What follows belongs to an exercise in optimizing a design on an open flow for small area, a short achievable clock period and few clock cycles; a production flow would make more cautious choices. Where RTL was checked, it was by simulation tests only, not by an equivalence proof against the original. The RTL of runs 3 and 4 was laid out without a check of its function. Power is estimated from default activity; no workload was simulated.

<file path="flow/flow/run.sh">
#!/bin/bash
# Standard ORFS layout with small port buffers and no CTS dummy loads.
set -euo pipefail
cat >> config.mk <<'CFG'
export BUFFER_PORTS_ARGS = -buffer_cell sky130_fd_sc_hd__buf_1
export CTS_ARGS = -sink_clustering_enable -repair_clock_nets -buf_list sky130_fd_sc_hd__clkbuf_8 -dont_use_dummy_load
CFG
bash standard.sh > standard.log 2>&1
</file>
<file path="flow/standard.sh">
#!/bin/bash
# synth_recipe.tcl (not shown) runs the flow's synth.tcl, then flattens the netlist and writes it again
# the make line also repeats each setting of config.mk as NAME=value (left out here)
make -C /OpenROAD-flow-scripts/flow DESIGN_CONFIG=/design/flow/config.mk WORK_HOME=/design/flow/orfs CLKGATE_MAP_FILE= SYNTH_SCRIPT=/design/flow/synth_recipe.tcl "${@:-finish}"
</file>
<file path="flow/config.mk">
export PLATFORM = sky130hd
export DESIGN_NAME = frame_codec
export DESIGN_NICKNAME = frame_codec
export VERILOG_FILES = /design/flow/design.v
export SDC_FILE = /design/flow/constraint.sdc
export NUM_CORES = 4
export LEC_CHECK = 0
export ABC_AREA = 1
export ABC_CLOCK_PERIOD_IN_PS = 2000
export CAP_MARGIN = 20
export CORE_MARGIN = 2
export CORE_UTILIZATION = 40
export SETUP_SLACK_MARGIN = 2.2
export SLEW_MARGIN = 20
export TNS_END_PERCENT = 0
export BUFFER_PORTS_ARGS = -buffer_cell sky130_fd_sc_hd__buf_1
export CTS_ARGS = -sink_clustering_enable -repair_clock_nets -buf_list sky130_fd_sc_hd__clkbuf_8 -dont_use_dummy_load
</file>
<file path="flow/constraint.sdc">
create_clock -name core_clock -period 4.0 [get_ports {clk}]
set_input_delay 0.8000 -clock core_clock [delete_from_list [all_inputs] [get_ports {clk}]]
set_output_delay 0.8000 -clock core_clock [all_outputs]
set_load 0.01 [all_outputs]
</file>
<file path="flow/design.v">
module crc16_serial (
    input  wire [15:0] crc,
    input  wire [7:0]  din,
    output wire [15:0] nxt
);
    wire [7:0] x0 = crc[15:8] ^ din;
    wire [7:0] x  = x0 ^ {4'h0, x0[7:4]};
    assign nxt = {crc[7:0], 8'h00} ^ {x[3:0], 12'h000} ^ {3'b000, x, 5'b00000} ^ {8'h00, x};
endmodule
module frame_encoder (
    input  wire       clk,
    input  wire       rst,
    input  wire       in_valid,
    input  wire [7:0] in_data,
    output reg        in_ready,
    output reg        tx_valid,
    output reg  [7:0] tx_data,
    output reg        tx_last,
    input  wire       tx_ready
);
    localparam [7:0] START = 8'h7E;
    localparam [7:0] ESC   = 8'h7D;
    localparam [2:0] E_START = 3'd0,
                     E_OP    = 3'd1,
                     E_LEN   = 3'd2,
                     E_PAY   = 3'd3,
                     E_CRCL  = 3'd4,
                     E_CRCH  = 3'd5;
    reg  [2:0]  state;
    reg  [7:0]  remain;      
    reg         pend;        
    reg         pb;          
    reg  [15:0] crc;
    wire [15:0] crc_nxt;
    reg         sk_valid;
    reg  [7:0]  sk_data;
    reg         sk_last;
    crc16_serial u_crc (.crc(crc), .din(in_data), .nxt(crc_nxt));
    wire body_state = (state == E_OP) || (state == E_LEN) || (state == E_PAY);
    wire room       = !sk_valid;
    wire   take     = in_valid && in_ready;
    wire res_in = (in_data[7:2]  == 6'b011111) && (in_data[1]  ^ in_data[0]);
    wire res_lo = (crc[7:2]      == 6'b011111) && (crc[1]      ^ crc[0]);
    wire res_hi = (crc[15:10]    == 6'b011111) && (crc[9]      ^ crc[8]);
    wire       crcl  = (state == E_CRCL);
    wire       crch  = (state == E_CRCH);
    wire [7:0] src   = pend                ? {6'b011111, !pb, pb} :
                       (state == E_START)  ? START :
                       crcl                ? crc[7:0] :
                       crch                ? crc[15:8] : in_data;
    wire       esc   = !pend && (crcl ? res_lo : crch ? res_hi : (body_state && res_in));
    wire [7:0] g_data  = {src[7:2], src[1] && !esc, src[0] || esc};
    wire       g_valid = pend || crcl || crch || in_valid;
    wire       g_last  = pend ? (state == E_START) : (crch && !res_hi);
    wire make = room && g_valid;
    always @(posedge clk) begin
        if (state == E_START)
            crc <= 16'h0000;
        else if (take)
            crc <= crc_nxt;
    end
    always @(posedge clk) begin
        if (take) begin
            if (state == E_LEN) remain <= in_data;
            else                remain <= remain - 8'd1;
        end
    end
    always @(posedge clk) begin
        if (room && !pend)
            pb <= (state == E_CRCL) ? crc[0] : (state == E_CRCH) ? crc[8] : in_data[0];
    end
    always @(posedge clk) begin
        if (!tx_valid || tx_ready) begin
            tx_data <= sk_valid ? sk_data : g_data;
            tx_last <= sk_valid ? sk_last : g_last;
        end
        if (room) begin
            sk_data <= g_data;
            sk_last <= g_last;
        end
    end
    reg [2:0] state_n;
    reg       pend_n;
    always @(*) begin
        state_n = state;
        pend_n  = pend;
        if (make) begin
            if (pend) begin
                pend_n = 1'b0;
            end else begin
                case (state)
                E_START: state_n = E_OP;
                E_OP, E_LEN, E_PAY: begin
                    pend_n = res_in;
                    if (state == E_OP)
                        state_n = E_LEN;
                    else if (state == E_LEN)
                        state_n = (in_data == 8'd0) ? E_CRCL : E_PAY;
                    else if (remain == 8'd1)
                        state_n = E_CRCL;
                end
                E_CRCL: begin
                    pend_n  = res_lo;
                    state_n = E_CRCH;
                end
                E_CRCH: begin
                    pend_n  = res_hi;
                    state_n = E_START;
                end
                default: state_n = E_START;
                endcase
            end
        end
    end
    wire sk_valid_n = tx_valid && !tx_ready && (sk_valid || make);
    always @(posedge clk) begin
        if (rst) begin
            state    <= E_START;
            pend     <= 1'b0;
            tx_valid <= 1'b0;
            sk_valid <= 1'b0;
            in_ready <= 1'b0;
        end else begin
            state    <= state_n;
            pend     <= pend_n;
            tx_valid <= sk_valid || make || (tx_valid && !tx_ready);
            sk_valid <= sk_valid_n;
            in_ready <= !sk_valid_n && !pend_n &&
                        ((state_n == E_OP) || (state_n == E_LEN) || (state_n == E_PAY));
        end
    end
endmodule
module frame_decoder (
    input  wire       clk,
    input  wire       rst,
    input  wire       rx_valid,
    input  wire [7:0] rx_data,
    input  wire       rx_last,
    output reg        rx_ready,
    output reg        body_valid,
    output reg  [7:0] body_data,
    input  wire       body_ready,
    output reg        res_valid,
    output reg  [2:0] res_cause,
    input  wire       res_ready
);
    localparam [7:0] START = 8'h7E;
    localparam [7:0] ESC   = 8'h7D;
    localparam [2:0] C_OK     = 3'd0,
                     C_MARKER = 3'd1,
                     C_TRUNC  = 3'd2,
                     C_LENGTH = 3'd3,
                     C_CRC    = 3'd4;
    localparam [3:0] D_START = 4'd0,
                     D_OP    = 4'd1,
                     D_LEN   = 4'd2,
                     D_PAY   = 4'd3,
                     D_CRCL  = 4'd4,
                     D_CRCH  = 4'd5,
                     D_DONE  = {1'b1, C_OK},
                     D_EMARK = {1'b1, C_MARKER},
                     D_ELEN  = {1'b1, C_LENGTH},
                     D_ECRC  = {1'b1, C_CRC};
    reg  [3:0]  dph;
    reg         escf;
    reg  [7:0]  remain;      
    reg         lo_ok;       
    reg  [15:0] crc;
    wire [15:0] crc_nxt;
    reg         bs_valid;
    reg  [7:0]  bs_data;
    reg         rs_valid;
    reg  [2:0]  rs_cause;
    crc16_serial u_crc (.crc(crc), .din(rx_data), .nxt(crc_nxt));
    wire   take     = rx_valid && rx_ready;
    wire in_frame   = (dph == D_OP) || (dph == D_LEN) || (dph == D_PAY) ||
                      (dph == D_CRCL) || (dph == D_CRCH);
    wire body_ph    = (dph == D_OP) || (dph == D_LEN) || (dph == D_PAY);
    wire is_esc     = (rx_data == ESC);
    wire is_content = in_frame && (escf || !is_esc);
    wire is_body    = body_ph && (escf || !is_esc);
    wire hi_ok      = (crc[15:8] == rx_data);
    reg [3:0] dph_nxt;
    always @(*) begin
        dph_nxt = dph;
        case (dph)
        D_START: dph_nxt = (rx_data == START) ? D_OP : D_EMARK;
        D_OP:    if (is_content) dph_nxt = D_LEN;
        D_LEN:   if (is_content) dph_nxt = (rx_data == 8'd0) ? D_CRCL : D_PAY;
        D_PAY:   if (is_content && remain == 8'd1) dph_nxt = D_CRCL;
        D_CRCL:  if (is_content) dph_nxt = D_CRCH;
        D_CRCH:  if (is_content) dph_nxt = (lo_ok && hi_ok) ? D_DONE : D_ECRC;
        D_DONE:  dph_nxt = D_ELEN;
        default: ;
        endcase
    end
    wire [2:0] cause_nxt = dph_nxt[3] ? dph_nxt[2:0] : C_TRUNC;
    wire push_b = take && is_body;
    wire push_r = take && rx_last;
    always @(posedge clk) begin
        if (dph == D_START)
            crc <= 16'h0000;
        else if (push_b)
            crc <= crc_nxt;
    end
    always @(posedge clk) begin
        if (take && is_content) begin
            if (dph == D_LEN) remain <= rx_data;
            else              remain <= remain - 8'd1;
            lo_ok <= (crc[7:0] == rx_data);
        end
    end
    wire bs_valid_n = body_valid && !body_ready && (bs_valid || push_b);
    wire rs_valid_n = res_valid && !res_ready && (rs_valid || push_r);
    always @(posedge clk) begin
        if (!body_valid || body_ready) body_data <= bs_valid ? bs_data : rx_data;
        if (!bs_valid)                 bs_data   <= rx_data;
        if (!res_valid || res_ready)   res_cause <= rs_valid ? rs_cause : cause_nxt;
        if (!rs_valid)                 rs_cause  <= cause_nxt;
    end
    always @(posedge clk) begin
        if (rst) begin
            body_valid <= 1'b0;
            bs_valid   <= 1'b0;
            res_valid  <= 1'b0;
            rs_valid   <= 1'b0;
            rx_ready   <= 1'b1;
        end else begin
            body_valid <= bs_valid || push_b || (body_valid && !body_ready);
            bs_valid   <= bs_valid_n;
            res_valid  <= rs_valid || push_r || (res_valid && !res_ready);
            rs_valid   <= rs_valid_n;
            rx_ready   <= !bs_valid_n && !rs_valid_n;
        end
    end
    always @(posedge clk) begin
        if (rst) begin
            dph  <= D_START;
            escf <= 1'b0;
        end else if (take) begin
            escf <= in_frame && !escf && is_esc;
            dph  <= rx_last ? D_START : dph_nxt;
        end
    end
endmodule
module frame_codec (
    input  wire       clk,
    input  wire       rst,
    input  wire       enc_valid,
    input  wire [7:0] enc_data,
    output wire       enc_ready,
    output wire       tx_valid,
    output wire [7:0] tx_data,
    output wire       tx_last,
    input  wire       tx_ready,
    input  wire       rx_valid,
    input  wire [7:0] rx_data,
    input  wire       rx_last,
    output wire       rx_ready,
    output wire       body_valid,
    output wire [7:0] body_data,
    input  wire       body_ready,
    output wire       res_valid,
    output wire [2:0] res_cause,
    input  wire       res_ready
);
    frame_encoder u_enc (
        .clk(clk), .rst(rst),
        .in_valid(enc_valid), .in_data(enc_data), .in_ready(enc_ready),
        .tx_valid(tx_valid), .tx_data(tx_data), .tx_last(tx_last),
        .tx_ready(tx_ready)
    );
    frame_decoder u_dec (
        .clk(clk), .rst(rst),
        .rx_valid(rx_valid), .rx_data(rx_data), .rx_last(rx_last),
        .rx_ready(rx_ready),
        .body_valid(body_valid), .body_data(body_data), .body_ready(body_ready),
        .res_valid(res_valid), .res_cause(res_cause), .res_ready(res_ready)
    );
endmodule
</file>
==> key figures, run 1 <==
Finish
  • Area Overhead vs Synth: 10.13%
  • Layout cells sized above 1: 10.71%
  • Fin util: between 40% and 50%
  • Final #Nets: 731
  • N_diodes: 0

Hold path
  • Worst Hold Class: reg2reg
  • Hold depth: 2

Synth
  • Count leader, synth: nand2_1
  • Synth area leaders: dfxtp_1 (26%), edfxtp_1 (21%), nand2_1 (9.3%)
  • Seq cells post-synth: around 110
  • Top cells by count, synth: nand2_1 (133), inv_1 (72), dfxtp_1 (69)
  • Post-Syn Area: 5384 sq um
  • Synth Area per Inst: between 8 and 9 sq um
  • EDFF count, synth: 38
  • Fraction of registers with async set or reset after synthesis: 0%
  • Yosys top cell by area: dfxtp_1
  • Post-synthesis net count: roughly 700
  • Synth Instances: about 650
  • Most common flop cell mapped by yosys: dfxtp_1
  • Cell variety after synth: 45
  • Share of the synthesized area in the top cell type: between 20% and 30%
  • Synthesis Warnings: 2
  • Sequential fraction of the synthesis area: 46.85%

Clocking
  • Insertion delay to the later sink of the worst-skew pair: between 300 and 400 ps
  • H-tree depth: 3
  • Worst-case clock buffer depth: 2
  • Clock-pin transition on the worst setup and hold timing paths: around 110 ps
  • Cts hold-fix bufs: 0
  • Root buffer cell: clkbuf_8
  • CTS tree: done
  • Total CTS buffers: 9
  • CTS Sinks: between 100 and 150

Floorplanning
  • I/O Pins: 49
  • Die area: about 14000 sq um
  • Row count: 42
  • Core region area: between 10000 and 15000 sq um
  • Die H: between 100 and 150 microns
  • Chip Width: ~120 microns
  • Initial Utilization: between 40% and 50%

Place
  • Final GP Congestion: between 0.8 and 0.9
  • PortBufs: 48
  • Post-DP HPWL: 8.771 mm
  • DP Worst Slack: around 1300 ps

Power and ir drop
  • Worst VDD drop: around 160 uV
  • Clock power share: between 20% and 30%
  • Leakage power: 2.269 nW
  • Sequential Power Share: between 50% and 60%
  • Sw Ratio: roughly 29%
  • Internal: ~0.0015 W
  • Pwr dens: between 300 and 400 nW/um^2
  • Total Power: around 0.0021 W
  • Psw: a little over 0.0006 W
  • Combinational power share: 16.9%

Global route
  • Vias in the first global route: just over 4000
  • First-pass GRT wire length: 20.14 mm
  • Antenna violations before repair: 0
  • Global route overflow: 0
  • Largest net degree at the start of global routing: 32
  • Gr usage total: between 15 and 20%

Setup path
  • Crit. End Element: register
  • CP Buf/Inv Count: 4
  • Critical path's top delay family: simple AND/OR/NAND/NOR gates
  • CP max FO: 7
  • Crit path kind: in2reg
  • Crit path depth: 11
  • Top cell by count, worst path: nor2_4
  • Slowest stage cell, crit path: buf_1
  • Critical path arrival: around 2100 ps
  • CP Data Required Time: between 4000 and 5000 ps
  • CP peak stage delay: ~190 ps
  • CP Cell Sequence: buf_1, nand2_1, inv_1, nand3_1, nor2_4, nor2_4, nand3_4, clkinvlp_4, buf_4, o21ai_1, a21oi_1
  • R2R depth: 6
  • Worst Setup Start Kind: input pin

Timing
  • Max-slew violations: 0
  • Tcrit/Tclk final: between 40% and 50%
  • Setup-failing EPs final: 0
  • Fin crit period: between 1500 and 2000 ps
  • Final Hold Viols: 0
  • Slew of the pin with the lowest slew margin: 752.1 ps
  • Peak Freq: about 0.54 GHz
  • Skew final: around 37 ps
  • Total Neg Setup Slack: 0 ps
  • Relative slew slack: 49.86%
  • Unrepaired setup endpoints after global routing: true
  • Final worst slack: 2163 ps

Detailed routing
  • Routed len/inst: 13.77 microns
  • Via density: between 5 and 6
  • First-pass DRT Iterations: 5
  • DRC viols: 0
  • Via count: around 4400
  • Final ANT Viol Nets: 0
  • First DRT Iteration DRCs: about 270
  • Routed Wire Length: between 10 and 15 mm

Job
  • Max_cap viols: 0

Run status
  • Status: complete, no violations
-- area by class of cell --
class	instances	area, sq um
inverter	80	307.8
fill	1319	7261
multi-input combinational	449	2511
clock buffer	9	123.9
tap	176	220.2
timing repair buffer	54	236.5
timing repair inverter	1	7.507
sequential	107	2522
-- logic make-up (layout without fill, tap and decap cells) --
| kind of cell | after synthesis | count (layout) | synth area share, % |
|---|---|---|---|
| fa+ha+maj | 5 | 5 | 1.162 |
| flops | 107 | 107 | 46.85 |
| simple gates | 268 | 269 | 22.31 |
| xor+xnor | 53 | 53 | 9.528 |
| buf+inv | 98 | 144 | 7.599 |
| compound gates | 122 | 122 | 12.55 |
-- metal layers --
metal	share of wire [%]	up-vias	global-route usage (%)
li1	-	2237	-
met1	49	2036	24.38
met5	0	-	0
met3	6.3	13	4.800
met2	43	127	26.35
met4	1.3	0	5.221
-- per-stage QoR --
step	hold slack [ps]	area, sq um	instances
floorplan	411.0	5408	653
global placement	438.3	5683	859
detailed placement	440.7	5683	859
CTS	470.8	5864	872
global route	484.1	5929	876
finish	462.6	5929	876
-- registers in the layout (all words and copies together), names as in the netlist, 3 cells and up --
name / count
u_dec.bs_data: 8
u_dec.rs_cause: 3
u_dec.body_data: 8
u_enc.tx_data: 8
u_enc.state: 3
u_dec.res_cause: 3
u_enc.crc: 16
u_enc.sk_data: 8
u_enc.remain: 8
u_dec.dph: 4
u_dec.remain: 8
u_dec.crc: 16
-- cells in the final DEF, fill, tap and decap left out, drive strengths merged, types with 5 or more instances in the layout --
cell    count
o21ai      50
clkbuf     13
xor2       28
xnor2      25
nand3      33
nand4      10
dfxtp      69
nand2     141
nor2       68
nor3        9
buf        50
inv        77
ha          5
edfxtp     38
a21oi      48
-- power by group through the flow --
stage               combinational, W  sequential, W  clock [W]
floorplan                   0.000252        0.00127          0
global placement            0.000340        0.00127          0
detailed placement          0.000346        0.00127          0
CTS                         0.000355        0.00124   0.000554
global route                0.000409        0.00125   0.000593
finish                      0.000362        0.00124   0.000537
-- worst min-delay path, stage by stage (launching register included) --
cell     delay, ps
dfxtp_1        320
nand2_1         50
nand2_1         50
-- worst paths after layout --
check        slack [ps]                 startpoint                          to
min reg2reg         460   u_enc.sk_data[1]$_DFF_P_    u_enc.sk_data[1]$_DFF_P_
max                2160                 rx_data[3]  u_dec.crc[12]$_SDFFE_PP0P_
max reg2reg        2240  u_dec.dph[0]$_SDFFE_PP0P_   u_dec.remain[1]$_DFFE_PP_
min                 460   u_enc.sk_data[1]$_DFF_P_    u_enc.sk_data[1]$_DFF_P_
-- timing repair --
item | 4_1_cts | 5_1_grt
setup buffers | 3 | 3
cloned | 1 | 1
endpoints found under the setup margin | 68 | 75
pin swaps | 2 | 1
gates resized for setup | 11 | 12
Testbench counts, summed over its fixed seeds: cycles 4,443.
==> run 2: changes to the inputs <==
--- a/flow/config.mk
+++ b/flow/config.mk
@@ -12,6 +12,5 @@
 export CORE_UTILIZATION = 40
 export SETUP_SLACK_MARGIN = 2.2
 export SLEW_MARGIN = 20
-export TNS_END_PERCENT = 0
 export BUFFER_PORTS_ARGS = -buffer_cell sky130_fd_sc_hd__buf_1
 export CTS_ARGS = -sink_clustering_enable -repair_clock_nets -buf_list sky130_fd_sc_hd__clkbuf_8 -dont_use_dummy_load
==> key figures, run 2 <==
Detailed routing
  • Top routing layer in use: met4
  • First-pass DRT Iterations: 5
  • Final ANT Viol Nets: 0
  • Routed Wire Length: 12.86 mm
  • Via count: approximately 4500
  • Routed len/inst: around 15 microns
  • DRC viols: 0
  • First DRT Iteration DRCs: 327
  • Via density: between 5 and 6
  • M1 WL: between 6 and 7 mm
  • Met3 WL: about 660 microns
  • WL met2: about 5.8 mm

Timing
  • Fin crit period: about 1800 ps
  • Total Neg Setup Slack: 0 ps
  • Final Hold Viols: 0
  • Skew final: ~27 ps
  • Peak Freq: about 0.57 GHz
  • Tcrit/Tclk final: roughly 44%
  • Unrepaired setup endpoints after global routing: true
  • Relative slew slack: about 49%
  • Slew of the pin with the lowest slew margin: ~760 ps
  • Final worst slack: about 2200 ps
  • Max-slew violations: 0
  • Setup-failing EPs final: 0

Synth
  • Post-Syn Area: ~5400 sq um
  • Share of the synthesized area in the top cell type: between 20% and 30%
  • EDFF count, synth: 38
  • Synth area leaders: dfxtp_1 (26%), edfxtp_1 (21%), nand2_1 (9.3%)
  • Count leader, synth: nand2_1
  • Most common flop cell mapped by yosys: dfxtp_1
  • Fraction of registers with async set or reset after synthesis: 0%
  • Synth Instances: roughly 650
  • Synthesis Warnings: 2
  • Post-synthesis net count: 682
  • Sequential fraction of the synthesis area: between 40% and 50%
  • Seq cells post-synth: 107
  • Top cells by count, synth: nand2_1 (133), inv_1 (72), dfxtp_1 (69)
  • Yosys top cell by area: dfxtp_1
  • Synth Area per Inst: between 8 and 9 sq um
  • Cell variety after synth: 45

Power and ir drop
  • Pwr dens: 352.4 nW/um^2
  • Worst VDD drop: 177.4 uV
  • Leakage power: ~2.3 nW
  • Total Power: about 0.0022 W

Hold path
  • Worst Hold Class: reg2reg

Finish
  • Most frequent cells in the layout: nand2_1 (127), dfxtp_1 (65), inv_1 (62)
  • Area Overhead vs Synth: 15.48%
  • Final #Nets: around 740
  • Fill cell count: between 1000 and 1500
  • Layout cells sized above 1: between 10% and 20%
  • Most common cell after layout, fill and taps aside: nand2_1
  • Largest registers: u_dec.crc: 16 flops, u_enc.crc: 16 flops
  • N_diodes: 0
  • Post-route cell area: slightly above 6000 sq um
  • Fin util: between 40% and 50%

Setup path
  • Critical path arrival: 2000 ps
  • CP Cell Sequence: buf_4, inv_12, ha_4, nand2_1, nor3_1, nand3_1, nand3_2, nand2_1, nand4_1, o21ai_1, inv_1
  • Crit. End Element: register
  • Top cell by count, worst path: nand2_1
  • Flop-to-flop setup slack: around 2300 ps
  • Critical path's top delay family: simple AND/OR/NAND/NOR gates
  • Slowest stage cell, crit path: ha_4
  • CP Buf/Inv Count: 3
  • CP Data Required Time: between 4000 and 5000 ps
  • Crit path kind: in2reg
  • CP max FO: 3
  • CP peak stage delay: 240 ps
  • Worst Setup Start Kind: input pin

Global route
  • Largest net degree at the start of global routing: 20
  • Gr usage total: ~18%
  • Antenna violations before repair: 0
  • Global route overflow: 0
  • First-pass GRT wire length: 21.02 mm
  • Vias in the first global route: around 4300

Floorplanning
  • Initial Utilization: a little over 40%
  • Die H: roughly 120 microns
  • Row count: 42
  • Die area: ~14000 sq um
  • I/O Pins: just under 50
  • Chip Width: between 100 and 150 microns
  • Core region area: between 10000 and 15000 sq um

Job
  • Max_cap viols: 0

Clocking
  • CTS tree: done
  • Clock-pin transition on the worst setup and hold timing paths: approximately 110 ps
  • Cts hold-fix bufs: 0
  • Total CTS buffers: 9
  • CTS Sinks: about 110
  • Insertion delay to the later sink of the worst-skew pair: between 300 and 400 ps
  • H-tree depth: 3
  • Root buffer cell: clkbuf_8
  • Worst-case clock buffer depth: 2

Place
  • PortBufs: between 40 and 50
  • DP Worst Slack: between 1000 and 1500 ps
  • Post-DP HPWL: slightly above 9 mm
  • Dpl cell area: ~5700 sq um
  • Final GP Congestion: 0.8806

Run status
  • Status: complete, no violations
==> run 2: cell families after synthesis <==
logic type                 count (synthesis)  share of synthesized area [%]
and+or+nand+nor                          268                          22.31
xor gates and xnor gates                  53                          9.528
AOI/OAI and AO/OA                        122                          12.55
adders and majority gates                  5                          1.162
DFF                                      107                          46.85
buffers and inverters                     98                          7.599
==> run 2: tightest hold or removal path: stages (launching register included) <==
cell and delay (ps):
dfxtp_1 330, nand2_1 50, nand2_1 60
==> run 2: metal layers <==
| layer | GRT usage, % | up-vias |
|---|---|---|
| li1 | - | 2258 |
| met1 | 25.43 | 2117 |
| met2 | 27.88 | 142 |
| met3 | 2.852 | 19 |
| met4 | 8.015 | 0 |
| met5 | 0 | - |
==> run 2: power breakdown <==
group          total, W  internal, W  switching (W)
registers       0.00125      0.00120      0.0000451
logic          0.000400     0.000145       0.000255
clock network  0.000544     0.000203       0.000340
==> run 2: cell type report <==
cell class              count  area [sq um]  share of cell area, %
well taps                 176         220.2                  3.542
repair buffers             64         342.8                  5.514
flip-flops and latches    107          2527                  40.65
multi-input cells         449          2663                  42.83
inverters                  80         332.8                  5.353
clock buffers               9         123.9                  1.992
repair inverters            1         7.507                 0.1207
==> run 2: what timing repair did <==
item / in CTS / in global routing
gates resized for setup: 27 / 55
setup endpoints to repair: 71 / 36
pin swaps: 3 / 15
cloned: 2 / 0
buffers inserted: 5 / 11
==> run 2: final timing paths <==
kind / from / endpoint / cells past startpoint
hold reg to reg: u_enc.sk_data[1]$_DFF_P_ / u_enc.sk_data[1]$_DFF_P_ / 2
setup / recovery: enc_data[0] / u_enc.tx_data[0]$_DFFE_PN_ / 11
hold / removal: u_enc.sk_data[1]$_DFF_P_ / u_enc.sk_data[1]$_DFF_P_ / 2
setup reg to reg: u_enc.state[2]$_SDFF_PP0_ / u_enc.tx_data[1]$_DFFE_PN_ / 7
==> run 2: metrics by stage <==
step | std cells | hold slack (ps)
floorplan | 653 | 411.0
global placement | 859 | 427.5
detailed placement | 859 | 435.1
CTS | 875 | 463.0
global route | 886 | 477.1
finish | 886 | 457.9
==> run 3: changes to the inputs <==
--- a/flow/design.v
+++ b/flow/design.v
@@ -212,6 +212,7 @@
     end
     wire bs_valid_n = body_valid && !body_ready && (bs_valid || push_b);
     wire rs_valid_n = res_valid && !res_ready && (rs_valid || push_r);
+    wire bs_may    = body_valid && !body_ready && (bs_valid || take);
     always @(posedge clk) begin
         if (!body_valid || body_ready) body_data <= bs_valid ? bs_data : rx_data;
         if (!bs_valid)                 bs_data   <= rx_data;
@@ -230,7 +231,7 @@
             bs_valid   <= bs_valid_n;
             res_valid  <= rs_valid || push_r || (res_valid && !res_ready);
             rs_valid   <= rs_valid_n;
-            rx_ready   <= !bs_valid_n && !rs_valid_n;
+            rx_ready   <= !bs_may && !rs_valid_n;
         end
     end
     always @(posedge clk) begin
==> key figures, run 3 <==
Run status
  • Status: complete, no violations

Timing
  • Tcrit/Tclk final: 44.58%
  • Unrepaired setup endpoints after global routing: true
  • Peak Freq: between 0.5 and 0.6 GHz
  • Relative slew slack: 42.17%
  • Max-slew violations: 0
  • Slew of the pin with the lowest slew margin: slightly below 900 ps
  • Total Neg Setup Slack: 0 ps
  • Skew final: about 29 ps
  • Final Hold Viols: 0
  • Setup-failing EPs final: 0
  • Fin crit period: ~1800 ps

Floorplanning
  • Die area: roughly 14000 sq um
  • Initial Utilization: 40.84%
  • Row count: 42
  • Core region area: about 13000 sq um
  • Die H: roughly 120 microns
  • I/O Pins: between 40 and 50
  • Chip Width: 120.3 microns

Finish
  • N_diodes: 0
  • Area Overhead vs Synth: 13.88%
  • Most frequent cells in the layout: nand2_1 (122), inv_1 (68), dfxtp_1 (64)
  • Most common cell after layout, fill and taps aside: nand2_1
  • Layout cells sized above 1: between 10 and 15%
  • Final #Nets: between 700 and 800
  • Fin util: about 47%
  • Final cell count without fillers: 886
  • Largest registers: u_dec.crc: 16 flops, u_enc.crc: 16 flops
  • Fill cell count: between 1000 and 1500
  • Post-route cell area: just over 6000 sq um

Clocking
  • CTS tree: done
  • Insertion delay to the later sink of the worst-skew pair: roughly 390 ps
  • Total CTS buffers: 9
  • CTS Sinks: roughly 110
  • Worst-case clock buffer depth: 2
  • Cts hold-fix bufs: 0
  • Clock-pin transition on the worst setup and hold timing paths: roughly 100 ps
  • Root buffer cell: clkbuf_8
  • H-tree depth: 3

Place
  • Post-DP HPWL: approximately 9 mm
  • PortBufs: 48
  • Dpl cell area: 5733 sq um
  • Post-Place Cells: 863
  • Final GP Congestion: roughly 0.83

Global route
  • First-pass GRT wire length: between 20 and 25 mm
  • Vias in the first global route: between 4000 and 5000
  • Global route overflow: 0
  • Antenna violations before repair: 0
  • Gr usage total: between 10% and 20%
  • Largest net degree at the start of global routing: 23

Setup path
  • Worst Setup Start Kind: input pin
  • Flop-to-flop setup slack: roughly 2300 ps
  • Crit path kind: in2reg
  • CP Data Required Time: just over 4000 ps
  • RR Startpoint: u_dec.dph[3]$_SDFFE_PP0P_
  • Reg-to-Reg End: u_dec.res_cause[1]$_DFFE_PN_
  • Crit. End Element: register
  • CP max FO: 7
  • Critical path arrival: approximately 1900 ps
  • R2R depth: 10

Synth
  • Post-Synth XOR/XNOR Area: 9.209%
  • Top cells by count, synth: nand2_1 (133), inv_1 (77), dfxtp_1 (69)
  • Seq cells post-synth: 107
  • Post-synthesis net count: ~690
  • Post-Synth Simple-Gate Area: a little over a fifth
  • Sequential fraction of the synthesis area: 46.65%
  • Main combinational cell family by area after synthesis: simple AND/OR/NAND/NOR gates
  • Post-Syn Area: approximately 5400 sq um
  • Multiplexer share of the synthesized area: 0%
  • Share of the synthesized area in the top cell type: between 20% and 30%
  • Synth Instances: between 600 and 700
  • Adder-cell area share of the yosys netlist: under 10%
  • Yosys top cell by area: dfxtp_1
  • Count leader, synth: nand2_1
  • Synthesis Warnings: 2
  • Fraction of registers with async set or reset after synthesis: 0%
  • Synth Area per Inst: approximately 8 sq um
  • Synth area leaders: dfxtp_1 (26%), edfxtp_1 (21%), nand2_1 (9.2%)
  • Cell variety after synth: 44
  • EDFF count, synth: 38
  • Most common flop cell mapped by yosys: dfxtp_1
  • Compound-Gate Fraction of Synth Area: a little over an eighth

Detailed routing
  • Routed Wire Length: 12.86 mm
  • First-pass DRT Iterations: 5
  • DRC viols: 0
  • First DRT Iteration DRCs: approximately 340
  • Via density: around 5.0
  • Routed len/inst: 14.52 microns
  • Final ANT Viol Nets: 0
  • Via count: approximately 4400

Job
  • Max_cap viols: 0

Hold path
  • Hold Startpoint: u_enc.sk_data[7]$_DFF_P_
  • Worst Hold Class: reg2reg
  • Hold depth: 2
  • Hold EP: u_enc.sk_data[7]$_DFF_P_

Power and ir drop
  • Internal: ~0.0016 W
  • Pwr dens: ~380 nW/um^2
  • Leakage power: between 2 and 2.5 nW
  • Sw Ratio: slightly above 30%
  • Clock power share: a little under a quarter
  • Combinational power share: a little over a fifth
  • Sequential Power Share: 55.8%
  • Worst VDD drop: between 200 and 250 uV
  • Psw: around 0.0007 W
-- run 3: cell count changes in the layout (fill, tap and decap cells not counted), moves of 4 or more --
| cell | change |
|---|---|
| o21ai_1 | +5 |
| a31oi_1 | +4 |
| nand2_1 | -5 |
| nor2_1 | +12 |
| nor2_2 | -10 |
| a21oi_1 | -5 |
| inv_1 | +6 |
| buf_4 | -5 |
-- run 3: how the worst max path moves through the flow --
stage | slack, ps | depth (start not counted) | to | start
after floorplan | 2070 | 10 | u_dec.res_cause[1]$_DFFE_PN_ | rx_data[6]
after global placement | 1550 | 6 | u_enc.crc[8]$_SDFFE_PP0P_ | enc_valid
after detailed placement | 1490 | 6 | u_enc.crc[15]$_SDFFE_PP0P_ | enc_valid
after CTS | 2200 | 6 | u_enc.crc[11]$_SDFFE_PP0P_ | enc_valid
after global routing | 2150 | 10 | u_dec.res_cause[0]$_DFFE_PN_ | u_dec.remain[2]$_DFFE_PP_
final | 2220 | 8 | u_dec.res_cause[0]$_DFFE_PN_ | rx_data[4]
-- run 3: logic make-up (layout without fill, tap and decap cells) --
family	count (synthesis)	after routing
xor gates and xnor gates	53	53
adders and majority gates	5	5
and+or+nand+nor	263	263
AOI/OAI and AO/OA	126	126
buffers and inverters	103	156
DFF	107	107
-- run 3: layout make-up --
cell class              instances  area, sq um  area share, %
flip-flops and latches        107         2529          41.06
repair buffers                 61        311.5          5.059
well taps                     176        220.2          3.576
multi-input cells             447         2621          42.56
clock buffers                   9        123.9          2.011
repair inverters                1        7.507         0.1219
inverters                      85        345.3          5.607
-- run 3: power by group through the flow --
| stage | combinational (W) | clock, W | sequential, W |
|---|---|---|---|
| floorplan | 0.000318 | 0 | 0.00132 |
| global route | 0.000542 | 0.000600 | 0.00131 |
| CTS | 0.000449 | 0.000551 | 0.00129 |
| detailed placement | 0.000438 | 0 | 0.00132 |
| finish | 0.000485 | 0.000541 | 0.00130 |
| global placement | 0.000433 | 0 | 0.00132 |
-- run 3: routing by layer --
layer,global-route usage [%],vias to the layer above,wire length [microns]
met5,0,-,0
met4,4.142,0,113
met3,4.151,11,474
met2,29.97,85,6037
met1,24.84,2079,6238
li1,-,2266,-
-- run 3: per-stage QoR --
step	hold WS (ps)	setup WS, ps	power [W]
after floorplan	411.0	2069	0.001634
after global placement	432.5	1552	0.001748
after detailed placement	438.4	1486	0.001754
after CTS	471.0	2204	0.002293
after global routing	509.5	2151	0.002449
final	461.8	2217	0.002323
-- run 3: what timing repair did --
item	4_1_cts	5_1_grt
buffers inserted	2	11
setup endpoints to repair	70	49
pin swaps	4	19
resized for setup	21	48
cloned	1	0
-- run 3: worst max-delay path: stages --
cell and delay (ps):
buf_2 210, nand2_2 100, nor2_4 120, nand4_1 150, o21ai_1 160, nand3_1 150
nand2_2 130, o21ai_1 100
==> run 4: changes to the inputs <==
--- a/flow/design.v
+++ b/flow/design.v
@@ -1,9 +1,10 @@
 module crc16_serial (
     input  wire [15:0] crc,
     input  wire [7:0]  din,
+    input  wire        feed,
     output wire [15:0] nxt
 );
-    wire [7:0] x0 = crc[15:8] ^ din;
+    wire [7:0] x0 = (crc[15:8] ^ din) & {8{feed}};
     wire [7:0] x  = x0 ^ {4'h0, x0[7:4]};
     assign nxt = {crc[7:0], 8'h00} ^ {x[3:0], 12'h000} ^ {3'b000, x, 5'b00000} ^ {8'h00, x};
 endmodule
@@ -35,7 +36,7 @@
     reg         sk_valid;
     reg  [7:0]  sk_data;
     reg         sk_last;
-    crc16_serial u_crc (.crc(crc), .din(in_data), .nxt(crc_nxt));
+    crc16_serial u_crc (.crc(crc), .din(in_data), .feed(body_state && !rst), .nxt(crc_nxt));
     wire body_state = (state == E_OP) || (state == E_LEN) || (state == E_PAY);
     wire room       = !sk_valid;
     wire   take     = in_valid && in_ready;
@@ -54,9 +55,7 @@
     wire       g_last  = pend ? (state == E_START) : (crch && !res_hi);
     wire make = room && g_valid;
     always @(posedge clk) begin
-        if (state == E_START)
-            crc <= 16'h0000;
-        else if (take)
+        if (take || rst || (state == E_START) || (crch && make && !pend))
             crc <= crc_nxt;
     end
     always @(posedge clk) begin
@@ -171,7 +170,8 @@
     reg  [7:0]  bs_data;
     reg         rs_valid;
     reg  [2:0]  rs_cause;
-    crc16_serial u_crc (.crc(crc), .din(rx_data), .nxt(crc_nxt));
+    wire crc_feed;
+    crc16_serial u_crc (.crc(crc), .din(rx_data), .feed(crc_feed), .nxt(crc_nxt));
     wire   take     = rx_valid && rx_ready;
     wire in_frame   = (dph == D_OP) || (dph == D_LEN) || (dph == D_PAY) ||
                       (dph == D_CRCL) || (dph == D_CRCH);
@@ -197,10 +197,10 @@
     wire [2:0] cause_nxt = dph_nxt[3] ? dph_nxt[2:0] : C_TRUNC;
     wire push_b = take && is_body;
     wire push_r = take && rx_last;
-    always @(posedge clk) begin
-        if (dph == D_START)
-            crc <= 16'h0000;
-        else if (push_b)
+    wire crc_shift = rst || (take && (rx_last || (dph == D_START)));
+    assign crc_feed = !rst && !rx_last && (dph != D_START);
+    always @(posedge clk) begin
+        if (push_b || crc_shift)
             crc <= crc_nxt;
     end
     always @(posedge clk) begin
@@ -212,7 +212,6 @@
     end
     wire bs_valid_n = body_valid && !body_ready && (bs_valid || push_b);
     wire rs_valid_n = res_valid && !res_ready && (rs_valid || push_r);
-    wire bs_may    = body_valid && !body_ready && (bs_valid || take);
     always @(posedge clk) begin
         if (!body_valid || body_ready) body_data <= bs_valid ? bs_data : rx_data;
         if (!bs_valid)                 bs_data   <= rx_data;
@@ -231,7 +230,7 @@
             bs_valid   <= bs_valid_n;
             res_valid  <= rs_valid || push_r || (res_valid && !res_ready);
             rs_valid   <= rs_valid_n;
-            rx_ready   <= !bs_may && !rs_valid_n;
+            rx_ready   <= !bs_valid_n && !rs_valid_n;
         end
     end
     always @(posedge clk) begin
==> key figures, run 4 <==
Run status
  • Status: complete, no violations

Synth
  • Cell variety after synth: 45
  • Share of the synthesized area in the top cell type: between 30% and 40%
  • Most common flop cell mapped by yosys: edfxtp_1
  • Sequential fraction of the synthesis area: 52.21%
  • Post-synthesis net count: 626
  • Synthesis Warnings: 2
  • Seq cells post-synth: about 110
  • Post-Syn Area: between 5000 and 6000 sq um
  • Synth Area per Inst: roughly 9 sq um
  • Synth Instances: ~600
  • Fraction of registers with async set or reset after synthesis: 0%
  • Synth area leaders: edfxtp_1 (39%), dfxtp_1 (14%), nand2_1 (9.0%)
  • Count leader, synth: nand2_1
  • EDFF count, synth: 70
  • Yosys top cell by area: edfxtp_1
  • Top cells by count, synth: nand2_1 (131), edfxtp_1 (70), inv_1 (70)

Setup path
  • Crit path kind: in2reg
  • Critical path's top delay family: simple AND/OR/NAND/NOR gates
  • Top cell by count, worst path: nand2_1
  • CP Cell Sequence: buf_4, nor2_1, nand3_1, nor2_2, nand3_2, nand2_1, nand2_1, nor2_1, nand2_1, o22ai_2, inv_1
  • CP Data Required Time: between 4000 and 5000 ps
  • Slowest stage cell, crit path: buf_4
  • Critical path arrival: 1900 ps
  • CP Buf/Inv Count: 2
  • CP peak stage delay: around 140 ps
  • CP max FO: 6
  • Worst Setup Start Kind: input pin
  • Crit. End Element: register

Clocking
  • Worst-case clock buffer depth: 2
  • Clock-pin transition on the worst setup and hold timing paths: about 90 ps
  • CTS Sinks: roughly 110
  • Insertion delay to the later sink of the worst-skew pair: 380 ps
  • Cts hold-fix bufs: 0
  • Root buffer cell: clkbuf_8
  • CTS tree: done
  • Total CTS buffers: 9
  • H-tree depth: 3

Place
  • PortBufs: 48
  • DP Worst Slack: 1567 ps
  • Dpl cell area: 5872 sq um
  • Post-DP HPWL: 8.727 mm
  • Final GP Congestion: 0.8657

Floorplanning
  • I/O Pins: 49
  • Chip Width: roughly 120 microns
  • Core region area: 13240 sq um
  • Die area: 14560 sq um
  • Row count: 42
  • Initial Utilization: between 40% and 50%
  • Die H: about 120 microns

Detailed routing
  • Routed len/inst: 13.90 microns
  • Via density: 4.941
  • Routed Wire Length: around 12 mm
  • First DRT Iteration DRCs: between 200 and 300
  • Final ANT Viol Nets: 0
  • Via count: between 4000 and 5000
  • DRC viols: 0
  • First-pass DRT Iterations: 4

Global route
  • Gr usage total: 16.96%
  • Vias in the first global route: approximately 4000
  • Global route overflow: 0
  • Antenna violations before repair: 0
  • Largest net degree at the start of global routing: 19
  • First-pass GRT wire length: between 15 and 20 mm

Timing
  • Slew of the pin with the lowest slew margin: between 500 and 600 ps
  • Fin crit period: approximately 1800 ps
  • Peak Freq: 0.5678 GHz
  • Setup-failing EPs final: 0
  • Tcrit/Tclk final: between 40% and 50%
  • Max-slew violations: 0
  • Final Hold Viols: 0
  • Total Neg Setup Slack: 0 ps
  • Relative slew slack: between 60% and 70%
  • Skew final: 26.65 ps
  • Unrepaired setup endpoints after global routing: true
  • Final worst slack: roughly 2200 ps

Finish
  • Final #Nets: approximately 690
  • Most frequent cells in the layout: nand2_1 (123), edfxtp_1 (70), inv_1 (60)
  • Fill cell count: 1300
  • Layout cells sized above 1: between 10% and 20%
  • Largest registers: u_dec.crc: 16 flops, u_enc.crc: 16 flops
  • Post-route cell area: just over 6000 sq um
  • Area Overhead vs Synth: 14.02%
  • N_diodes: 0
  • Most common cell after layout, fill and taps aside: nand2_1

Power and ir drop
  • Leakage power: approximately 2.5 nW
  • Worst VDD drop: between 150 and 200 uV
  • Pwr dens: approximately 380 nW/um^2

Job
  • Max_cap viols: 0

Hold path
  • Worst Hold Class: reg2reg
[run 4: cell types whose count changed in the layout (fill, tap and decap cells not counted), moves of 5 or more]
cell and delta:
o211ai_1 -5, o21ai_0 -10, inv_1 -8, a21oi_1 -18
dfxtp_1 -34, edfxtp_1 +32, nor2_1 -5, clkbuf_2 +8
inv_2 +6, xnor2_1 +6, o21ai_1 -6, buf_1 -6
buf_4 -8
[run 4: path summary, 6_finish.rpt]
path / from / endpoint / slack [ps] / depth (start not counted)
worst max-delay path: rx_data[4] / u_dec.res_cause[1]$_DFFE_PN_ / 2240 / 11
worst max register to register: u_dec.remain[2]$_DFFE_PP_ / u_dec.remain[7]$_DFFE_PP_ / 2240 / 6
worst min register to register: u_dec.rs_cause[2]$_DFF_P_ / u_dec.rs_cause[2]$_DFF_P_ / 460 / 2
worst min-delay path: u_dec.rs_cause[2]$_DFF_P_ / u_dec.rs_cause[2]$_DFF_P_ / 460 / 2
[run 4: cells by family (layout without fill, tap and decap cells)]
family,count (synthesis),in the layout,synth area share (%)
DFF,107,107,52.21
and+or+nand+nor,260,260,22.59
adders and majority gates,5,5,1.149
xor gates and xnor gates,55,55,9.329
AOI/OAI and AO/OA,78,78,8.042
buffers and inverters,92,150,6.687
[run 4: area by class of cell]
cell class / count / area (sq um) / share of cell area (%)
multi-input cells: 398 / 2379 / 38.31
well taps: 176 / 220.2 / 3.547
repair buffers: 57 / 301.5 / 4.857
flip-flops and latches: 107 / 2856 / 46.01
inverters: 84 / 327.8 / 5.280
clock buffers: 9 / 123.9 / 1.995
[run 4: power breakdown]
part           switching (W)  internal [W]  total (W)
Sequential         0.0000777       0.00132    0.00140
Clock               0.000324      0.000203   0.000527
Combinational       0.000278      0.000167   0.000445
[run 4: per-stage QoR]
step / total power (W) / cells / utilization (%) / hold slack, ps
5_1_grt: 0.002501 / 831 / 46.88 / 495.8
3_3_place_gp: 0.001839 / 815 / 44.34 / 441.3
3_5_place_dp: 0.001843 / 815 / 44.34 / 443.6
6_report: 0.002371 / 831 / 46.88 / 458.1
4_1_cts: 0.002373 / 827 / 45.71 / 464.7
2_1_floorplan: 0.001720 / 597 / - / 418.4
[run 4: worst reg2reg max path, delay by kind of cell (launching register included)]
family                    cells  cell delay (ps)
and+or+nand+nor               4              800
DFF                           1              440
xor gates and xnor gates      1              200
AOI/OAI and AO/OA             1               90
[run 4: metal layers]
metal,global-route usage (%),vias up,part of all wire [%]
li1,-,2075,-
met1,23.25,1898,47
met4,5.741,0,1.5
met3,4.104,14,5.5
met2,26.31,119,46
met5,0,-,0
[run 4: what timing repair did]
action,4_1_cts,5_1_grt
buffers inserted,3,4
pin swaps,2,15
gates resized for setup,13,53
endpoints found under the setup margin,52,41
==> run 5: changes to the inputs <==
--- a/flow/design.v
+++ b/flow/design.v
@@ -65,7 +65,7 @@
         end
     end
     always @(posedge clk) begin
-        if (room && !pend)
+        if (!pend)
             pb <= (state == E_CRCL) ? crc[0] : (state == E_CRCH) ? crc[8] : in_data[0];
     end
     always @(posedge clk) begin
@@ -234,13 +234,14 @@
         end
     end
     always @(posedge clk) begin
-        if (rst) begin
-            dph  <= D_START;
-            escf <= 1'b0;
-        end else if (take) begin
+        if (take)
             escf <= in_frame && !escf && is_esc;
-            dph  <= rx_last ? D_START : dph_nxt;
-        end
+    end
+    always @(posedge clk) begin
+        if (rst)
+            dph <= D_START;
+        else if (take)
+            dph <= rx_last ? D_START : dph_nxt;
     end
 endmodule
 module frame_codec (
==> key figures, run 5 <==
Run status
  • Status: complete, no violations

Synth
  • Synth area leaders: edfxtp_1 (40%), dfxtp_1 (14%), nand2_1 (9.6%)
  • Synth Instances: approximately 600
  • Post-synthesis net count: roughly 610
  • Post-Synth Simple-Gate Area: a little over a fifth
  • Sequential fraction of the synthesis area: around 54%
  • Synth Area per Inst: 9.087 sq um
  • EDFF count, synth: 71
  • Multiplexer share of the synthesized area: 0%
  • Share of the synthesized area in the top cell type: about 40%
  • Most common flop cell mapped by yosys: edfxtp_1
  • Post-Syn Area: roughly 5300 sq um
  • Fraction of registers with async set or reset after synthesis: 0%
  • Main combinational cell family by area after synthesis: simple AND/OR/NAND/NOR gates
  • Adder-cell area share of the yosys netlist: under 10%
  • Top cells by count, synth: nand2_1 (136), inv_1 (78), edfxtp_1 (71)
  • Compound-Gate Fraction of Synth Area: 8.148%
  • Cell variety after synth: 37
  • Post-Synth XOR/XNOR Area: a little under a tenth
  • Seq cells post-synth: 107
  • Count leader, synth: nand2_1
  • Synthesis Warnings: 2
  • Yosys top cell by area: edfxtp_1

Timing
  • Fin crit period: 1776 ps
  • Setup-failing EPs final: 0
  • Total Neg Setup Slack: 0 ps
  • Final Hold Viols: 0
  • Max-slew violations: 0
  • Skew final: about 16 ps
  • Unrepaired setup endpoints after global routing: true
  • Slew of the pin with the lowest slew margin: 519.9 ps
  • Relative slew slack: 65.29%
  • Final Hold Slack: roughly 460 ps
  • Peak Freq: 0.5632 GHz
  • Final worst slack: 2224 ps
  • Tcrit/Tclk final: 44.39%

Finish
  • Fill cell count: 1279
  • Most frequent cells in the layout: nand2_1 (120), edfxtp_1 (71), inv_1 (66)
  • N_diodes: 0
  • Area Overhead vs Synth: 16.65%
  • Most common cell after layout, fill and taps aside: nand2_1
  • Layout cells sized above 1: 17.87%
  • Largest registers: u_dec.crc: 16 flops, u_enc.crc: 16 flops
  • Final #Nets: a little under 700

Floorplanning
  • I/O Pins: 49
  • Die area: between 10000 and 15000 sq um
  • Die H: approximately 120 microns
  • Initial Utilization: approximately 40%
  • Core region area: approximately 13000 sq um
  • Row count: between 40 and 50
  • Chip Width: 119.1 microns

Clocking
  • Clock-pin transition on the worst setup and hold timing paths: roughly 100 ps
  • H-tree depth: 3
  • Cts hold-fix bufs: 0
  • CTS Sinks: 107
  • Root buffer cell: clkbuf_8
  • Worst-case clock buffer depth: 2
  • CTS tree: done
  • Total CTS buffers: 9
  • Insertion delay to the later sink of the worst-skew pair: approximately 380 ps

Setup path
  • Top cell by count, worst path: xor2_1
  • CP peak stage delay: 280 ps
  • RR Startpoint: u_dec.remain[2]$_DFFE_PP_
  • Critical path's top delay family: XOR/XNOR gates
  • CP max FO: 5
  • Critical path arrival: between 1500 and 2000 ps
  • CP Buf/Inv Count: 1
  • Slowest stage cell, crit path: xor2_1
  • Reg-to-Reg End: u_dec.remain[7]$_DFFE_PP_
  • CP Data Required Time: 4110 ps
  • Crit. End Element: register
  • CP Cell Sequence: buf_1, xor2_1, xor2_1, nor3_4, xor2_1
  • Crit path kind: in2reg
  • Flop-to-flop setup slack: between 2000 and 2500 ps
  • Worst Setup Start Kind: input pin
  • R2R depth: 6

Global route
  • Gr usage total: between 10% and 20%
  • Global route overflow: 0
  • First-pass GRT wire length: about 19 mm
  • Largest net degree at the start of global routing: 19
  • Antenna violations before repair: 0
  • Vias in the first global route: just under 4000

Detailed routing
  • Routed len/inst: approximately 14 microns
  • DRC viols: 0
  • Final ANT Viol Nets: 0
  • Via density: a little under 5
  • First-pass DRT Iterations: 4
  • First DRT Iteration DRCs: ~280
  • Routed Wire Length: between 10 and 15 mm
  • Via count: slightly above 4000

Power and ir drop
  • Worst VDD drop: between 200 and 250 uV
  • Leakage power: about 2.4 nW
  • Pwr dens: between 300 and 400 nW/um^2
  • Total Power: ~0.0024 W

Place
  • PortBufs: 48
  • Post-DP HPWL: ~8.7 mm
  • Final GP Congestion: between 0.9 and 1
  • DP Worst Slack: approximately 1500 ps

Hold path
  • Worst Hold Class: reg2reg
  • Hold Startpoint: u_dec.rs_cause[2]$_DFF_P_
  • Hold depth: 2
  • Hold EP: u_dec.rs_cause[2]$_DFF_P_

Job
  • Max_cap viols: 0
-- run 5: cell count changes after synthesis, sizes merged, moves of 3 or more --
cell	before	now
o22a	0	4
nor2	64	56
o221ai	1	5
a21oi	25	17
a221oi	4	1
clkbuf	4	7
-- run 5: logic make-up after synthesis --
logic type | count (synthesis)
simple gates | 252
flops | 107
buf+inv | 90
compound gates | 74
xor+xnor | 55
fa+ha+maj | 5
-- run 5: worst max path at each step --
stage,startpoint,to,slack [ps],depth (start not counted)
after floorplan,rx_valid,u_dec.crc[0]$_DFFE_PP_,1900,2
after global placement,rx_data[7],u_dec.remain[7]$_DFFE_PP_,1570,7
after detailed placement,rx_data[7],u_dec.lo_ok$_DFFE_PP_,1520,7
after CTS,rx_data[7],u_dec.res_cause[2]$_DFFE_PN_,2200,11
after global routing,enc_data[4],u_enc.crc[12]$_DFFE_PP_,2160,5
final,enc_data[4],u_enc.crc[12]$_DFFE_PP_,2220,5
-- run 5: per-stage QoR --
step	utilization [%]	std cells	cell area, sq um
final	47.23	825	6180
after global routing	47.23	825	6180
after CTS	45.51	813	5954
after detailed placement	43.99	800	5756
after global placement	43.99	800	5756
after floorplan	-	583	5414
-- run 5: cell type report --
class,instances,area [sq um],area share (%)
timing repair buffer,65,345.3,5.588
tap,176,220.2,3.563
clock buffer,9,123.9,2.004
sequential,107,2868,46.41
multi-input combinational,387,2303,37.27
inverter,81,319.1,5.163
-- run 5: worst reg2reg max path, delay by kind of cell, from the launching register on --
| kind | cells | cell delay [ps] |
|---|---|---|
| AOI/OAI and AO/OA | 1 | 90 |
| xor gates and xnor gates | 1 | 180 |
| DFF | 1 | 450 |
| and+or+nand+nor | 4 | 790 |
-- run 5: routing by layer --
metal,vias up,GRT usage (%),routed length (microns)
met4,0,8.185,265
met3,17,3.352,312
met1,1928,21.74,5389
met5,-,0,0
li1,2054,-,-
met2,70,28.70,5847
-- run 5: what timing repair did --
item / CTS / global route
endpoints found under the setup margin: 60 / 76
setup buffers: 4 / 11
resized for setup: 17 / 56
cloned: 0 / 1
pin swaps: 2 / 18
-- run 5: where the power goes --
part	total [W]	internal, W	switching (W)
combinational	0.000454	0.000170	0.000283
sequential	0.00140	0.00132	0.0000781
clock	0.000529	0.000203	0.000326
Testbench counts of run 5, summed over its fixed seeds: cycles 4,443.
==> run 6: changes to the inputs <==
--- a/flow/config.mk
+++ b/flow/config.mk
@@ -10,7 +10,8 @@
 export CAP_MARGIN = 20
 export CORE_MARGIN = 2
 export CORE_UTILIZATION = 40
-export SETUP_SLACK_MARGIN = 2.2
+export SETUP_SLACK_MARGIN = 2.3
 export SLEW_MARGIN = 20
+export TNS_END_PERCENT = 0
 export BUFFER_PORTS_ARGS = -buffer_cell sky130_fd_sc_hd__buf_1
 export CTS_ARGS = -sink_clustering_enable -repair_clock_nets -buf_list sky130_fd_sc_hd__clkbuf_8 -dont_use_dummy_load
==> key figures, run 6 <==
Clocking
  • Root buffer cell: clkbuf_8
  • Worst-case clock buffer depth: 2
  • H-tree depth: 3
  • Clock-pin transition on the worst setup and hold timing paths: about 80 ps
  • Total CTS buffers: 9
  • Insertion delay to the later sink of the worst-skew pair: 380 ps
  • CTS tree: done
  • CTS Sinks: around 110
  • Cts hold-fix bufs: 0

Global route
  • First-pass GRT wire length: 19.16 mm
  • Largest net degree at the start of global routing: 19
  • Gr usage total: about 17%
  • Global route overflow: 0
  • Antenna violations before repair: 0
  • Vias in the first global route: about 4000

Detailed routing
  • Routed len/inst: around 14 microns
  • Via density: 5.008
  • Routed Wire Length: 11.95 mm
  • DRC viols: 0
  • Final ANT Viol Nets: 0
  • First-pass DRT Iterations: 4
  • First DRT Iteration DRCs: roughly 240
  • Via count: 4152

Timing
  • Tcrit/Tclk final: a little over two fifths
  • Total Neg Setup Slack: 0 ps
  • Unrepaired setup endpoints after global routing: true
  • Max-slew violations: 0
  • Final worst slack: approximately 2300 ps
  • Final Hold Viols: 0
  • Relative slew slack: approximately two thirds
  • Slew of the pin with the lowest slew margin: approximately 520 ps
  • Peak Freq: 0.5773 GHz
  • Setup-failing EPs final: 0
  • Skew final: 20.79 ps
  • Fin crit period: 1732 ps

Power and ir drop
  • Total Power: 0.002393 W
  • Worst VDD drop: 301.6 uV
  • Pwr dens: 379.2 nW/um^2
  • Leakage power: about 2.5 nW

Synth
  • Fraction of registers with async set or reset after synthesis: 0%
  • Cell variety after synth: 37
  • Synthesis Warnings: 2
  • Post-synthesis net count: just over 600
  • Seq cells post-synth: around 110
  • Synth Instances: 583
  • Synth Area per Inst: 9.087 sq um
  • Count leader, synth: nand2_1
  • Most common flop cell mapped by yosys: edfxtp_1
  • Share of the synthesized area in the top cell type: around two fifths
  • EDFF count, synth: a little over 70
  • Yosys top cell by area: edfxtp_1
  • Sequential fraction of the synthesis area: between 50% and 60%
  • Synth area leaders: edfxtp_1 (40%), dfxtp_1 (14%), nand2_1 (9.6%)
  • Post-Syn Area: roughly 5300 sq um
  • Top cells by count, synth: nand2_1 (136), inv_1 (78), edfxtp_1 (71)

Place
  • Post-DP HPWL: 8.678 mm
  • DP Worst Slack: approximately 1500 ps
  • PortBufs: 48
  • Dpl cell area: between 5000 and 6000 sq um
  • Final GP Congestion: 0.8601

Floorplanning
  • Die area: about 14000 sq um
  • Initial Utilization: between 40% and 50%
  • Core region area: 13090 sq um
  • Die H: around 120 microns
  • Chip Width: 119.1 microns
  • I/O Pins: 49
  • Row count: 42

Finish
  • Most frequent cells in the layout: nand2_1 (122), edfxtp_1 (71), inv_1 (68)
  • Fin util: around 48%
  • Largest registers: u_dec.crc: 16 flops, u_enc.crc: 16 flops
  • N_diodes: 0
  • Final #Nets: just under 700
  • Fill cell count: approximately 1200
  • Most common cell after layout, fill and taps aside: nand2_1
  • Post-route cell area: around 6300 sq um
  • Area Overhead vs Synth: 19.11%
  • Layout cells sized above 1: roughly a fifth

Setup path
  • Crit path kind: in2reg
  • CP max FO: 6
  • Critical path arrival: approximately 1900 ps
  • Worst Setup Start Kind: input pin
  • CP Data Required Time: ~4100 ps
  • Crit. End Element: register

Job
  • Max_cap viols: 0

Run status
  • Status: complete, no violations

Hold path
  • Worst Hold Class: reg2reg
-- run 6: cell counts after synthesis --
Identical to the previous run, type by type.
-- run 6: what timing repair did --
item | 4_1_cts | 5_1_grt
cloned | 0 | 1
endpoints found under the setup margin | 98 | 104
pin swaps | 5 | 23
gates resized for setup | 30 | 82
setup buffers | 6 | 13
-- run 6: cells by family after synthesis --
| family | share of synthesized area, % |
|---|---|
| buffers and inverters | 6.542 |
| DFF | 53.85 |
| adders and majority gates | 1.181 |
| AOI/OAI and AO/OA | 8.148 |
| and+or+nand+nor | 21.04 |
| xor gates and xnor gates | 9.235 |
-- run 6: report_power, final --
group | switching [W] | internal, W | leakage [nW] | total [W]
logic | 0.000286 | 0.000180 | 1.38 | 0.000466
clock network | 0.000323 | 0.000203 | 0.0647 | 0.000526
registers | 0.0000779 | 0.00132 | 1.04 | 0.00140
total | 0.000687 | 0.00171 | 2.48 | 0.00239
-- run 6: path summary, 6_finish.rpt --
| kind | startpoint | end | slack [ps] | cells after the start |
|---|---|---|---|---|
| worst max-delay path | rx_data[5] | u_dec.res_cause[1]$_DFFE_PN_ | 2270 | 11 |
| worst min-delay path | u_dec.rs_cause[2]$_DFF_P_ | u_dec.rs_cause[2]$_DFF_P_ | 460 | 2 |
| worst max register to register | u_enc.state[0]$_SDFF_PP0_ | u_enc.crc[12]$_DFFE_PP_ | 2310 | 7 |
| worst min register to register | u_dec.rs_cause[2]$_DFF_P_ | u_dec.rs_cause[2]$_DFF_P_ | 460 | 2 |
-- run 6: metrics by stage --
stage / hold WS (ps) / std cells
after detailed placement: 444.8 / 800
after global routing: 506.6 / 829
after CTS: 465.6 / 815
final: 461.3 / 829
after floorplan: 418.4 / 583
after global placement: 440.7 / 800
-- run 6: final cells by class --
class / instances / area, sq um / area share (%)
Multi-Input combinational cell: 387 / 2365 / 37.48
Clock buffer: 9 / 123.9 / 1.963
Sequential cell: 107 / 2869 / 45.47
Timing Repair Buffer: 69 / 410.4 / 6.504
Inverter: 81 / 321.6 / 5.096
Tap cell: 176 / 220.2 / 3.490
-- run 6: worst max-delay path: stages --
cell     delay [ps]
buf_4           150
nor2_4           80
nand3_2         100
nor2_4          110
nand3_2          90
nand2_2          90
nand2_2          50
nor2_1          100
nand2_1          80
o22ai_1         130
inv_1            60
-- run 6: routing by layer --
metal | track usage [%] | share of wire, % | vias up
met5 | 0 | 0 | -
met4 | 7.217 | 2.2 | 0
met3 | 5.077 | 4.8 | 23
met2 | 29.63 | 51 | 114
met1 | 20.14 | 42 | 1952
li1 | - | - | 2063
==> run 7: changes to the inputs <==
--- a/flow/config.mk
+++ b/flow/config.mk
@@ -10,7 +10,7 @@
 export CAP_MARGIN = 20
 export CORE_MARGIN = 2
 export CORE_UTILIZATION = 40
-export SETUP_SLACK_MARGIN = 2.3
+export SETUP_SLACK_MARGIN = 2.2
 export SLEW_MARGIN = 20
 export TNS_END_PERCENT = 0
 export BUFFER_PORTS_ARGS = -buffer_cell sky130_fd_sc_hd__buf_1
==> key figures, run 7 <==
Run status
  • Status: complete, no violations

Power and ir drop
  • Worst VDD drop: around 300 uV
  • Leakage power: between 2 and 2.5 nW
  • Pwr dens: just under 400 nW/um^2

Timing
  • Slew of the pin with the lowest slew margin: 521.6 ps
  • Setup-failing EPs final: 0
  • Final Hold Viols: 0
  • Unrepaired setup endpoints after global routing: true
  • Peak Freq: roughly 0.57 GHz
  • Fin crit period: 1767 ps
  • Relative slew slack: between 60 and 70%
  • Total Neg Setup Slack: 0 ps
  • Tcrit/Tclk final: 44.18%
  • Skew final: between 15 and 20 ps
  • Max-slew violations: 0

Synth
  • Share of the synthesized area in the top cell type: between 40% and 50%
  • Post-Syn Area: approximately 5300 sq um
  • Synthesis Warnings: 2
  • Synth area leaders: edfxtp_1 (40%), dfxtp_1 (14%), nand2_1 (9.6%)
  • Synth Area per Inst: approximately 9.1 sq um
  • Top cells by count, synth: nand2_1 (136), inv_1 (78), edfxtp_1 (71)
  • EDFF count, synth: 71
  • Fraction of registers with async set or reset after synthesis: 0%
  • Seq cells post-synth: 107
  • Sequential fraction of the synthesis area: a little over half
  • Most common flop cell mapped by yosys: edfxtp_1
  • Cell variety after synth: 37
  • Post-synthesis net count: roughly 610
  • Yosys top cell by area: edfxtp_1
  • Count leader, synth: nand2_1
  • Synth Instances: slightly below 600

Place
  • Final GP Congestion: 0.8601
  • PortBufs: between 40 and 50
  • Post-Place Cells: 800
  • Post-DP HPWL: a little under 9 mm

Clocking
  • Worst-case clock buffer depth: 2
  • Clock-pin transition on the worst setup and hold timing paths: roughly 80 ps
  • Root buffer cell: clkbuf_8
  • Total CTS buffers: 9
  • Cts hold-fix bufs: 0
  • CTS Sinks: 107
  • CTS tree: done
  • H-tree depth: 3
  • Insertion delay to the later sink of the worst-skew pair: between 300 and 400 ps

Floorplanning
  • Initial Utilization: between 40% and 50%
  • Die H: ~120 microns
  • I/O Pins: 49
  • Die area: 14180 sq um
  • Core region area: ~13000 sq um
  • Row count: between 40 and 50
  • Chip Width: about 120 microns

Detailed routing
  • First-pass DRT Iterations: 4
  • DRC viols: 0
  • Routed Wire Length: about 12 mm
  • Via density: 4.945
  • Final ANT Viol Nets: 0
  • Via count: between 4000 and 5000
  • Routed len/inst: roughly 14 microns
  • First DRT Iteration DRCs: 226

Finish
  • Layout cells sized above 1: 15.63%
  • Fill cell count: about 1300
  • Multi-input gate area: around 2300 sq um
  • Final cell count without fillers: around 820
  • Most frequent cells in the layout: nand2_1 (126), edfxtp_1 (71), inv_1 (68)
  • Reg area: approximately 2900 sq um
  • Most common cell after layout, fill and taps aside: nand2_1
  • N_diodes: 0
  • Final #Nets: 677
  • Largest registers: u_dec.crc: 16 flops, u_enc.crc: 16 flops
  • Area Overhead vs Synth: 15.59%

Global route
  • Gr usage total: ~17%
  • Antenna violations before repair: 0
  • First-pass GRT wire length: approximately 19 mm
  • Vias in the first global route: roughly 4000
  • Global route overflow: 0
  • Largest net degree at the start of global routing: 19

Setup path
  • Worst Setup Start Kind: input pin
  • CP Buf/Inv Count: 1
  • CP peak stage delay: roughly 280 ps
  • Critical path's top delay family: XOR/XNOR gates
  • Top cell by count, worst path: xor2_1
  • Crit path kind: in2reg
  • CP max FO: 5
  • Crit. End Element: register
  • CP Cell Sequence: buf_1, xor2_1, xor2_1, nor3_2, xor2_1
  • Slowest stage cell, crit path: xor2_1
  • Critical path arrival: 1870 ps
  • CP Data Required Time: between 4000 and 5000 ps

Hold path
  • Worst Hold Class: reg2reg

Job
  • Max_cap viols: 0
## run 7: cell counts after synthesis
Identical to the previous run, type by type.
## run 7: what timing repair did
item,CTS,global route
endpoints found under the setup margin,72,77
resized for setup,10,66
buffers inserted,1,11
gates cloned,0,1
pin swaps,1,19
## run 7: per-layer routing
layer,share of wire (%),up-vias,global-route usage (%)
met5,0,-,0
met4,2.1,0,6.771
met3,3.9,21,5.029
met2,51,92,29.31
met1,43,1906,19.99
li1,-,2046,-
## run 7: cell type report
class                   count  area share (%)
clock buffers               9           2.023
inverters                  81           5.088
well taps                 176           3.596
flip-flops and latches    107           46.69
repair buffers             62           5.313
multi-input cells         387           37.29
## run 7: final timing paths
path / from / end / slack (ps) / cells past startpoint
worst max-delay path: enc_data[4] / u_enc.crc[12]$_DFFE_PP_ / 2230 / 5
worst min-delay path: u_dec.rs_cause[2]$_DFF_P_ / u_dec.rs_cause[2]$_DFF_P_ / 460 / 2
worst max register to register: u_dec.dph[0]$_SDFFE_PP0P_ / u_dec.res_cause[1]$_DFFE_PN_ / 2280 / 11
worst min register to register: u_dec.rs_cause[2]$_DFF_P_ / u_dec.rs_cause[2]$_DFF_P_ / 460 / 2
## run 7: cell families after synthesis
| family | synth area share, % |
|---|---|
| compound gates | 8.148 |
| xor+xnor | 9.235 |
| fa+ha+maj | 1.181 |
| buf+inv | 6.542 |
| flops | 53.85 |
| simple gates | 21.04 |
## run 7: where the power goes
group | internal [W] | total (W) | switching, W
combinational | 0.000166 | 0.000444 | 0.000277
sequential | 0.00132 | 0.00140 | 0.0000777
clock | 0.000203 | 0.000528 | 0.000326
## run 7: worst reg2reg max path, cell delays in order, from the launching register on
cell and delay (ps):
dfxtp_2 420, inv_2 80, nand2_2 110, nand2_1 110, nand2_2 140, nand3_2 110, nand2_2 70, nand2_1 60
nor2_1 100, nand2_1 80, o22ai_1 120, inv_1 60
## run 7: through the flow
| stage | util (%) | power (W) | worst slack, ps | cell area, sq um | hold slack [ps] |
|---|---|---|---|---|---|
| 6_report | 46.80 | 0.002375 | 2233 | 6123 | 460.9 |
| 5_1_grt | 46.80 | 0.002514 | 2145 | 6123 | 506.6 |
| 4_1_cts | 45.03 | 0.002372 | 2082 | 5892 | 465.6 |
| 3_5_place_dp | 43.58 | 0.001832 | 1498 | 5703 | 444.8 |
| 3_3_place_gp | 43.58 | 0.001825 | 1540 | 5703 | 440.7 |
| 2_1_floorplan | - | 0.001709 | 1895 | 5341 | 418.4 |

-- afterwards: timing with drivers on the ports --
In the flow no input, the clock included, has a driving cell. The finished layouts below were timed again as built, in two steps. Step 1 (the two cells are an assumption about what drives the block):
set clk [get_ports {clk}]
set_driving_cell -lib_cell sky130_fd_sc_hd__clkbuf_16 $clk
set_driving_cell -lib_cell sky130_fd_sc_hd__buf_2 [delete_from_list [all_inputs] $clk]
Step 2 also shifts input and output timing later by t, the mid clock arrival at the registers, as if the neighbouring blocks saw the same clock. Three values: ideal, step 1, step 2; two values: the first two.
| run | shift t [ns] | slack for setup (ns) | hold WS [ns] | latest minus earliest clock arrival (ns) |
|---|---|---|---|---|
| run 1 | 0.407 | 2.163 / 2.179 / 1.771 | 0.463 / 0.463 / 0.463 | 0.037 / 0.037 |
| run 2 | 0.409 | 2.244 / 2.239 / 1.846 | 0.458 / 0.458 / 0.458 | 0.028 / 0.027 |
| run 3 | 0.408 | 2.217 / 2.229 / 1.821 | 0.462 / 0.462 / 0.462 | 0.031 / 0.031 |
| run 4 | 0.407 | 2.239 / 2.240 / 1.839 | 0.458 / 0.458 / 0.458 | 0.027 / 0.028 |
| run 5 | 0.403 | 2.224 / 2.218 / 1.835 | 0.456 / 0.456 / 0.456 | 0.017 / 0.017 |
| run 6 | 0.402 | 2.268 / 2.249 / 1.849 | 0.461 / 0.461 / 0.461 | 0.021 / 0.021 |
| run 7 | 0.406 | 2.233 / 2.200 / 1.838 | 0.461 / 0.461 / 0.461 | 0.016 / 0.016 |
After both steps setup and hold are still met in every run listed. For run 6, which loses most, drivers alone change the setup slack by -0.019 ns; drivers and shift together by -0.419 ns.
